Context: an optimization exercise on an open-source flow, tuned for a short achievable clock period and few clock cycles. The choices shown serve that exercise and are no tape-out recipe.
At most, simulation tests tie the RTL to the original design; equivalence was not proved.
No functional check of the RTL was part of run 1.
Power and IR drop assume default switching activity.

==> flow/design.v (outline; a module is shown in full before it is edited, if it fits) <==
// module intc_timer: 997 lines
module intc_timer (
    input  wire        clk,
    input  wire        rst,
    input  wire        cmd_valid,
    output reg         cmd_ready,
    input  wire [2:0]  cmd_op,
    input  wire [23:0] cmd_arg,
    input  wire [7:0]  cmd_data,
    output reg         rsp_valid,
    output reg  [7:0]  rsp_data,
    output wire [2:0]  pend,
    output reg  [1:0]  irq_line,
    output reg  [15:0] irq_vector
);
  // ...
==> flow/run.sh <==
#!/bin/bash
# synth_recipe.tcl (not shown) runs the flow's synth.tcl, then flattens the netlist and writes it again
# the make line also repeats each setting of config.mk as NAME=value (left out here)
make -C /OpenROAD-flow-scripts/flow DESIGN_CONFIG=/design/flow/config.mk WORK_HOME=/design/flow/orfs CLKGATE_MAP_FILE= SYNTH_SCRIPT=/design/flow/synth_recipe.tcl finish
==> flow/config.mk <==
export PLATFORM = sky130hd
export DESIGN_NAME = intc_timer
export DESIGN_NICKNAME = intc_timer
export VERILOG_FILES = /design/flow/design.v
export SDC_FILE = /design/flow/constraint.sdc
export NUM_CORES = 4
export LEC_CHECK = 0
export ABC_CLOCK_PERIOD_IN_PS = 2200
export CAP_MARGIN = 20
export CORE_MARGIN = 2
export CORE_UTILIZATION = 40
export SETUP_SLACK_MARGIN = 3.6
export SLEW_MARGIN = 20
export TNS_END_PERCENT = 100
==> flow/constraint.sdc <==
create_clock -name core_clock -period 6.0 [get_ports {clk}]
set_input_delay 1.2000 -clock core_clock [delete_from_list [all_inputs] [get_ports {clk}]]
set_output_delay 1.2000 -clock core_clock [all_outputs]
set_load 0.01 [all_outputs]
==> impl_metrics.py, run 1 <==
metrics = {
    "route": {
        "drc": 0,
        "dr.max_layer_used": "met4",
        "vias": 22170,
    },
    "cells_and_area": {
        "seq_share": 0.3784,
        "mostFrequentLayoutCells": "dfxtp_1 (508), inv_1 (249), ha_1 (242)",
        "fin_cells": 4296,
        "clock_cell_area_share": 0.06443,
        "layout.non_clock_buffers": 286,
        "inverters_excl_clock": 279,
        "nFillCells": 6396,
    },
    "synthesis": {
        "syn_area_mm2": 0.03012,
        "yosys.area_share.simple": 0.1144,
        "ys_top_cells_by_count": "dfxtp_1 (593), ha_1 (318), inv_1 (279)",
        "yosys_warnings": 1,
        "synth.most_common_cell": "dfxtp_1",
        "ys.flop_type": "dfxtp_1",
    },
    "grt": {
        "grt_usage": 0.1817,
        "first_global_vias": 22300,
    },
    "pwr": {
        "p_leak_nw": 15.59,
        "p_clk_w": 0.00452,
        "p_clk_frac": 0.262,
    },
    "sta": {
        "rsz0062_at_grt": "yes",
        "max-slew-margin-rel": 0.3656,
        "maxSlewViolCount": 0,
    },
    "setup_path": {
        "path_buf_inv": 1,
        "worstReg2RegStart": "sl_v[0]",
        "crit_top_cell": "o21a_1",
        "start_kind": "flip-flop",
    },
    "status": {
        "outcome": "complete, no violations",
    },
    "cts": {
        "cts_tree": "built",
        "cts_sinks": 681,
        "ctsHoldBuffers": 0,
        "htreeDepth": 3,
    },
    "floorplan": {
        "core_mm2": 0.07445,
        "dieWidth_um": 278.4,
        "io_pins": 69,
        "die_h_um": 278.4,
    },
    "place": {
        "place_inst": 3948,
        "place.gp.congestion": 0.8793,
        "dpl.hpwl_mm": 50.60,
    },
    "min_path": {
        "min_path_cells": 0,
    },
}
==> run 2: changes to the inputs <==
--- a/flow/design.v
+++ b/flow/design.v
@@ -16,17 +16,17 @@
     localparam [2:0] OP_STEP     = 3'd1;
     localparam [2:0] OP_READ     = 3'd2;
     localparam [2:0] OP_WRITE    = 3'd3;
     localparam [2:0] OP_LINE     = 3'd4;
     localparam [2:0] OP_BOUNDARY = 3'd5;
     localparam [15:0] VEC_TIQ  = 16'hFFFA;
     localparam [15:0] VEC_IRQ1 = 16'hFFF8;
     localparam [15:0] VEC_IRQ2 = 16'hFFF6;
-    localparam [2:0] HOLD = 3'd6;      
+    localparam [2:0] HOLD = 3'd5;      
     function nvc;
         input [2:0]  op;
         input [2:0]  sel;
         input        d0;
         begin
             nvc = op == OP_STEP || op == OP_POWER ||
                   (op == OP_WRITE && sel == 3'd3 && d0) ||
                   (op == OP_READ && sel == 3'd4);
@@ -776,18 +776,17 @@
     wire [7:0] cd_s0 = cd_p ^ {cd_gg3[6:0], 1'b0};
     wire [7:0] cd_s1 = cd_p ^ {cd_gg3[6:0] | cd_pp3[6:0], 1'b1};
     wire cd_c0 = cd_gg3[7];
     wire cd_c1 = cd_gg3[7] | cd_pp3[7];
     wire expire = x_hinz || (bw ? !cd_c0 : !cd_c1);
     wire [7:0] fv_b0 = cz_b0[10] ? czm_b0[7:0] : cz_b0[7:0];
     wire [7:0] fv_b1 = cz_b1[10] ? czm_b1[7:0] : cz_b1[7:0];
     wire [7:0] step_tv = bw ? fv_b1 : fv_b0;
-    reg         sl_go, sl2_go, sl2_div;
-    reg  [7:0]  sl2_res;
+    reg         sl_go;
     reg  [7:0]  sl_v, sl_nh8, sl_a;
     reg  [8:0]  sl_m;
     reg  [9:0]  sl_m3;
     reg  [10:0] sl_am;
     reg         sl_b, sl_hinz;
     wire [10:0] sv11 = {3'b0, sl_v};
     wire [10:0] sd_p = sv11 ^ ~({3'b0, sl_nh8});
     wire [10:0] sd_gg0 = sv11 & ~({3'b0, sl_nh8});
@@ -833,17 +832,16 @@
     wire [10:0] szm_gg4 = szm_gg3 | (szm_pp3 & {szm_gg3[2:0], 8'b0});
     wire [10:0] szm_pp4 = szm_pp3 & {szm_pp3[2:0], {8{1'b1}}};
     wire [10:0] szm_s0 = szm_p ^ {szm_gg4[9:0], 1'b0};
     wire [10:0] szm_s1 = szm_p ^ {szm_gg4[9:0] | szm_pp4[9:0], 1'b1};
     wire szm_c0 = szm_gg4[10];
     wire szm_c1 = szm_gg4[10] | szm_pp4[10];
     wire [10:0] szm_v = sl_b ? szm_s0 : szm_s1;
     wire        sl_exp = sl_hinz || sd_v[10];
-    wire [7:0]  sl_res = !sl_exp ? sd_v[7:0] : sz_v[10] ? szm_v[7:0] : sz_v[7:0];
     wire [8:0] dvs1_p = {1'b0, dv_r} ^ ~({1'b0, dv_s1[7:0]});
     wire [8:0] dvs1_gg0 = {1'b0, dv_r} & ~({1'b0, dv_s1[7:0]});
     wire [8:0] dvs1_pp0 = dvs1_p;
     wire [8:0] dvs1_gg1 = dvs1_gg0 | (dvs1_pp0 & {dvs1_gg0[7:0], 1'b0});
     wire [8:0] dvs1_pp1 = dvs1_pp0 & {dvs1_pp0[7:0], {1{1'b1}}};
     wire [8:0] dvs1_gg2 = dvs1_gg1 | (dvs1_pp1 & {dvs1_gg1[6:0], 2'b0});
     wire [8:0] dvs1_pp2 = dvs1_pp1 & {dvs1_pp1[6:0], {2{1'b1}}};
     wire [8:0] dvs1_gg3 = dvs1_gg2 | (dvs1_pp2 & {dvs1_gg2[4:0], 4'b0});
@@ -886,37 +884,35 @@
     wire [8:0] dvs3_pp4 = dvs3_pp3 & {dvs3_pp3[0:0], {8{1'b1}}};
     wire [8:0] dvs3_s0 = dvs3_p ^ {dvs3_gg4[7:0], 1'b0};
     wire [8:0] dvs3_s1 = dvs3_p ^ {dvs3_gg4[7:0] | dvs3_pp4[7:0], 1'b1};
     wire dvs3_c0 = dvs3_gg4[8];
     wire dvs3_c1 = dvs3_gg4[8] | dvs3_pp4[8];
     wire dv_ge3 = dv_s3[15:8] == 8'd0 && dvs3_c1;
     wire [7:0] dv_d3 = dvs3_s1[7:0];
     wire [7:0] dv_n = dv_ge3 ? dv_d3 : dv_ge2 ? dv_d2 : dv_ge1 ? dv_d1 : dv_r;
-    wire trans = sl_go || sl2_go || dv_busy || tvalue > r_rel || (p1_v && p1_pkt[F_LOW]) || (p2_v && p2_pkt[F_LOW]) || (p3_v && p3_pkt[F_LOW]) || (p4_v && p4_pkt[F_LOW]) || (p5_v && p5_pkt[F_LOW]) || (p6_v && p6_pkt[F_LOW]) || (p7_v && p7_pkt[F_LOW]);
+    wire trans = sl_go || dv_busy || tvalue > r_rel || (p1_v && p1_pkt[F_LOW]) || (p2_v && p2_pkt[F_LOW]) || (p3_v && p3_pkt[F_LOW]) || (p4_v && p4_pkt[F_LOW]) || (p5_v && p5_pkt[F_LOW]) || (p6_v && p6_pkt[F_LOW]) || (p7_v && p7_pkt[F_LOW]);
     assign s0_flag = s0_step && f_ten && s0_nhi >= {5'b0, f_m} && trans;
     wire x_flag = p7_pkt[F_FLAG];
     wire [2:0] pend_n = !go ? pend_r :
                         x_power ? 3'b0 :
                         x_bound ? {x_pm[2:1], x_pm[0] & tline} : pend_r;
     always @(posedge clk) begin
-        sl2_res <= sl_res;
-        sl2_div <= sl_exp && !sz_v[10];
-        if (!sl_go && !sl2_go) begin
+        if (!sl_go) begin
             sl_v    <= tvalue;
             sl_nh8  <= x_b;
             sl_a    <= p7_a;
             sl_am   <= p7_am;
             sl_m    <= x_m;
             sl_m3   <= x_m3;
             sl_b    <= bw;
             sl_hinz <= x_hinz;
         end
         if (!dv_busy) begin
-            dv_r  <= sl2_res;
+            dv_r  <= sz_v[7:0];
             dv_s1 <= {1'b0, sl_m, 6'b0};
             dv_s2 <= {sl_m, 7'b0};
             dv_s3 <= {sl_m3, 6'b0};
         end else begin
             dv_r  <= dv_n;
             dv_s1 <= dv_s1 >> 2;
             dv_s2 <= dv_s2 >> 2;
             dv_s3 <= dv_s3 >> 2;
@@ -925,28 +921,28 @@
     always @(posedge clk) begin
         if (rst) begin
             tcount    <= 10'd0;
             tvalue    <= 8'd0;
             tline     <= 1'b0;
             pend_r    <= 3'b0;
             r_rel     <= 8'd0;
             sl_go     <= 1'b0;
-            sl2_go    <= 1'b0;
             dv_busy   <= 1'b0;
             dv_cnt    <= 2'd0;
             rsp_valid <= 1'b0;
         end else begin
             rsp_valid <= go;
             pend_r    <= pend_n;
             sl_go     <= go && x_step && x_flag;
-            sl2_go    <= sl_go;
-            if (sl2_go) begin
-                if (!sl2_div)
-                    tvalue <= sl2_res;
+            if (sl_go) begin
+                if (!sl_exp)
+                    tvalue <= sd_v[7:0];
+                else if (sz_v[10])
+                    tvalue <= szm_v[7:0];
                 else begin
                     dv_busy <= 1'b1;
                     dv_cnt  <= 2'd0;
                 end
             end
             if (dv_busy) begin
                 dv_cnt <= dv_cnt + 2'd1;
                 if (dv_cnt == 2'd3) begin
==> flow/config.mk (replaced) <==
export PLATFORM = sky130hd
export DESIGN_NAME = intc_timer
export DESIGN_NICKNAME = intc_timer
export VERILOG_FILES = /design/flow/design.v
export SDC_FILE = /design/flow/constraint.sdc
export NUM_CORES = 4
export LEC_CHECK = 0
export ABC_CLOCK_PERIOD_IN_PS = 1000
export CAP_MARGIN = 20
export CORE_MARGIN = 2
export CORE_UTILIZATION = 40
export SETUP_SLACK_MARGIN = 4.0
export SLEW_MARGIN = 20
export TNS_END_PERCENT = 100
==> run 2 against run 1 <==
Sequential power down 3%. Core utilization rose by 2.6 points. Sequential cell count down 10. Non-clock buffer count is 52 higher. Largest power group unchanged. Cell count about the same. Total power grew 4.9%. Wire length grew 2.5%. Hold slack worse by 0.0037 ns. Setup slack got worse by 0.16 ns.
==> impl_metrics.py, run 2 <==
metrics = {
    "pwr": {
        "peakVddDrop_v": 0.0002608,
        "p_per_area_mw_per_mm2": 451.5,
        "p_switching_w": 0.006437,
        "p_clk_frac": 0.258,
        "p_leak_nw": 16.22,
        "combPwrFrac": 0.443,
        "internal-power_w": 0.01164,
        "power.share.switching": 0.3561,
        "p_seq_frac": 0.299,
    },
    "route": {
        "drt_iter0_drc": 1271,
        "first_pass_iters": 6,
        "wl_mm": 75.95,
        "wl_per_cell_um": 17.69,
        "drc": 0,
        "drtAntennaViolNets": 0,
        "vias_per_cell": 5.206,
        "vias": 22350,
    },
    "setup_path": {
        "worstSetupEndpointType": "flip-flop",
        "setup.worst_path.class": "flip-flop to flip-flop",
        "start_kind": "flip-flop",
        "path_buf_inv": 2,
        "worstSetupStartpoint": "sl_v[0]",
        "crit_family": "compound AO/OA/AOI/OAI gates",
        "slowest_delay_ns": 0.54,
        "required_ns": 6.51,
        "cp_slowest_cell": "or4_1",
        "worstReg2RegStart": "sl_v[0]",
        "arrival_ns": 3.28,
        "crit_chain": "inv_2 > buf_4 > ha_4 > nor2b_4 > o31ai_4 > a21oi_4 > a211o_4 > nor2b_4 > a31oi_1 > or4_1",
        "crit_path_max_fanout": 6,
        "crit_top_cell": "nor2b_4",
    },
    "synthesis": {
        "yosys_warnings": 1,
        "ys.flop_type": "dfxtp_1",
        "syn_area_mm2": 0.02970,
        "ys_async_sr_fraction": 0,
        "synth_edf_count": 88,
        "synth_cell_types": 82,
        "synthDominantCellAreaShare": 0.3929,
        "synth_largest_area_cell": "dfxtp_1",
        "synth_cells": 2912,
        "syn_area_per_cell_um2": 10.20,
        "synth_seq_area_share": 0.4819,
        "ys_top_cells_by_count": "dfxtp_1 (583), ha_1 (319), inv_1 (271)",
        "synth-seq-cells": 671,
        "synth_area_leaders": "dfxtp_1 (39%), ha_1 (13%), edfxtp_1 (8.9%)",
        "synth.most_common_cell": "dfxtp_1",
    },
    "sta": {
        "rsz0062_at_grt": "yes",
        "skew_ns": 0.04314,
        "fmax_mhz": 361.1,
        "fin_crit_sh": 0.4615,
        "holdWs_ns": 0.3176,
        "maxSlewViolCount": 0,
        "worst_slack_ns": 3.231,
        "fin_crit_ns": 2.769,
        "tightest_slew_ns": 0.9077,
        "tns_ns": 0,
        "hold_viol_final": 0,
        "setup_violations": 0,
        "max-slew-margin-rel": 0.3948,
    },
    "cts": {
        "numCtsBuffers": 73,
        "cts_buffer_depth": 3,
        "cts_sinks": 671,
        "ctsHoldBuffers": 0,
        "cts_tree": "built",
        "cts_root_buffer": "clkbuf_16",
        "clkTransAtPathRegs_ns": 0.06,
        "htreeDepth": 3,
        "worstSkewPairLatency_ns": 0.63,
    },
    "grt": {
        "grt_max_degree": 57,
        "first_global_vias": 22880,
        "grt_pass1_wl_mm": 119.7,
        "grt_usage": 0.1927,
        "grt_overflow": 0,
        "antenna_found_initial": 0,
    },
    "job": {
        "drv_cap": 0,
    },
    "cells_and_area": {
        "area_growth_pct": 34.79,
        "mostFrequentLayoutCells": "dfxtp_1 (484), ha_1 (232), inv_1 (228)",
        "num_antenna_cells": 0,
        "fin_cells": 4293,
        "layout_commonest_cell": "dfxtp_1",
        "drive_gt1_frac": 0.3257,
        "final_nets": 3633,
    },
    "floorplan": {
        "core_mm2": 0.07321,
        "initial_core_util": 0.4057,
        "dieArea_mm2": 0.07646,
        "dieWidth_um": 276.5,
        "io_pins": 69,
        "fp-row-count": 99,
        "die_h_um": 276.5,
    },
    "place": {
        "portBuffers": 67,
        "place_inst": 3877,
        "place.gp.congestion": 0.8742,
        "pre_cts_slack_ns": 2.654,
        "dpl.hpwl_mm": 51.78,
    },
    "status": {
        "outcome": "complete, no violations",
    },
    "min_path": {
        "min-delay-path-class": "flip-flop to flip-flop",
        "hold_start": "p2_pkt[8]",
    },
}
[run 2: repair_timing]
item                                    4_1_cts  5_1_grt
cloned                                       16        2
setup buffers                               181       81
endpoints found under the setup margin      189      183
resized for setup                           498      195
pin swaps                                   162      153
[run 2: cell type report]
cell class | instances | area [um^2]
Clock buffer | 90 | 2023
Clock inverter | 46 | 548.0
Fill cell | 6083 | 33170
Inverter | 272 | 1065
Multi-Input combinational cell | 1916 | 17540
Sequential cell | 671 | 14490
Tap cell | 959 | 1200
Timing Repair Buffer | 338 | 3159
Timing Repair inverter | 1 | 7.507
[run 2: cell families after synthesis]
family                   count (synthesis)  share of synthesized area
AO/OA/AOI/OAI                          611                     0.1380
XOR/XNOR                               160                    0.04718
adder cells (fa/ha/maj)                322                     0.1364
buffers and inverters                  343                    0.04545
flip-flops                             671                     0.4819
multiplexers                            97                    0.03463
other                                    1                  0.0001262
AND/OR/NAND/NOR                        707                     0.1164
[run 2: path summary, 6_finish.rpt]
path         depth (start not counted)         to  slack [ns]
max                                 10  tvalue[7]        3.23
min                                  0  p3_pkt[8]        0.32
max reg2reg                         10  tvalue[7]        3.23
min reg2reg                          0  p3_pkt[8]        0.32
[run 2: metal layers]
metal | vias up | GRT usage | wire [um]
met5 | - | 0 | 0
met2 | 472 | 0.3429 | 38250
met4 | 0 | 0.06978 | 2265
met1 | 10750 | 0.2380 | 32510
li1 | 10970 | - | -
met3 | 158 | 0.02467 | 2928
[run 2: stage by stage]
| step | total power (W) | area, um^2 | utilization |
|---|---|---|---|
| finish | 0.01808 | 40040 | 0.5469 |
| global route | 0.01906 | 40040 | 0.5469 |
| CTS | 0.01740 | 38490 | 0.5258 |
| detailed placement | 0.01110 | 32810 | 0.4481 |
| global placement | 0.01101 | 32810 | 0.4481 |
| floorplan | 0.009938 | 31410 | - |
[run 2: power groups by stage]
stage | logic [W] | clock network [W] | registers, W
2_1_floorplan | 0.00464 | 0 | 0.00529
3_3_place_gp | 0.00556 | 0 | 0.00545
3_5_place_dp | 0.00564 | 0 | 0.00546
4_1_cts | 0.00724 | 0.00478 | 0.00538
5_1_grt | 0.00864 | 0.00497 | 0.00545
6_report | 0.00801 | 0.00467 | 0.00540
Testbench counts of run 2, summed over its fixed seeds: cycles 5,042.

[separate check: timing with driven ports]
How much do the figures lean on ideal ports? The routed layouts below were timed once more, with nothing changed but the port constraints. Step 1: set_driving_cell puts a clkbuf_16 on clk and a buf_2 on each other input, an assumption about the parent block. Step 2 times the ports against the registers' clock, not the clock port: input delays grow and output delays shrink by t, the midpoint of the rising clock arrivals with the driver on. Three values: ideal ports, drivers, drivers and shift; two values: the first two.
run | t (ns) | setup slack, ns | worst setup path at the end | clock arrival spread, ns
run 1 | 0.686 | 3.392 / 3.392 / 3.037 | input to register | 0.035 / 0.035
run 2 | 0.677 | 3.231 / 3.231 / 3.039 | input to register | 0.047 / 0.047
After both steps every run listed still meets setup and hold. The setup slack of run 1, which loses most, moves by 0.000 ns with the drivers and by -0.355 ns with both steps.
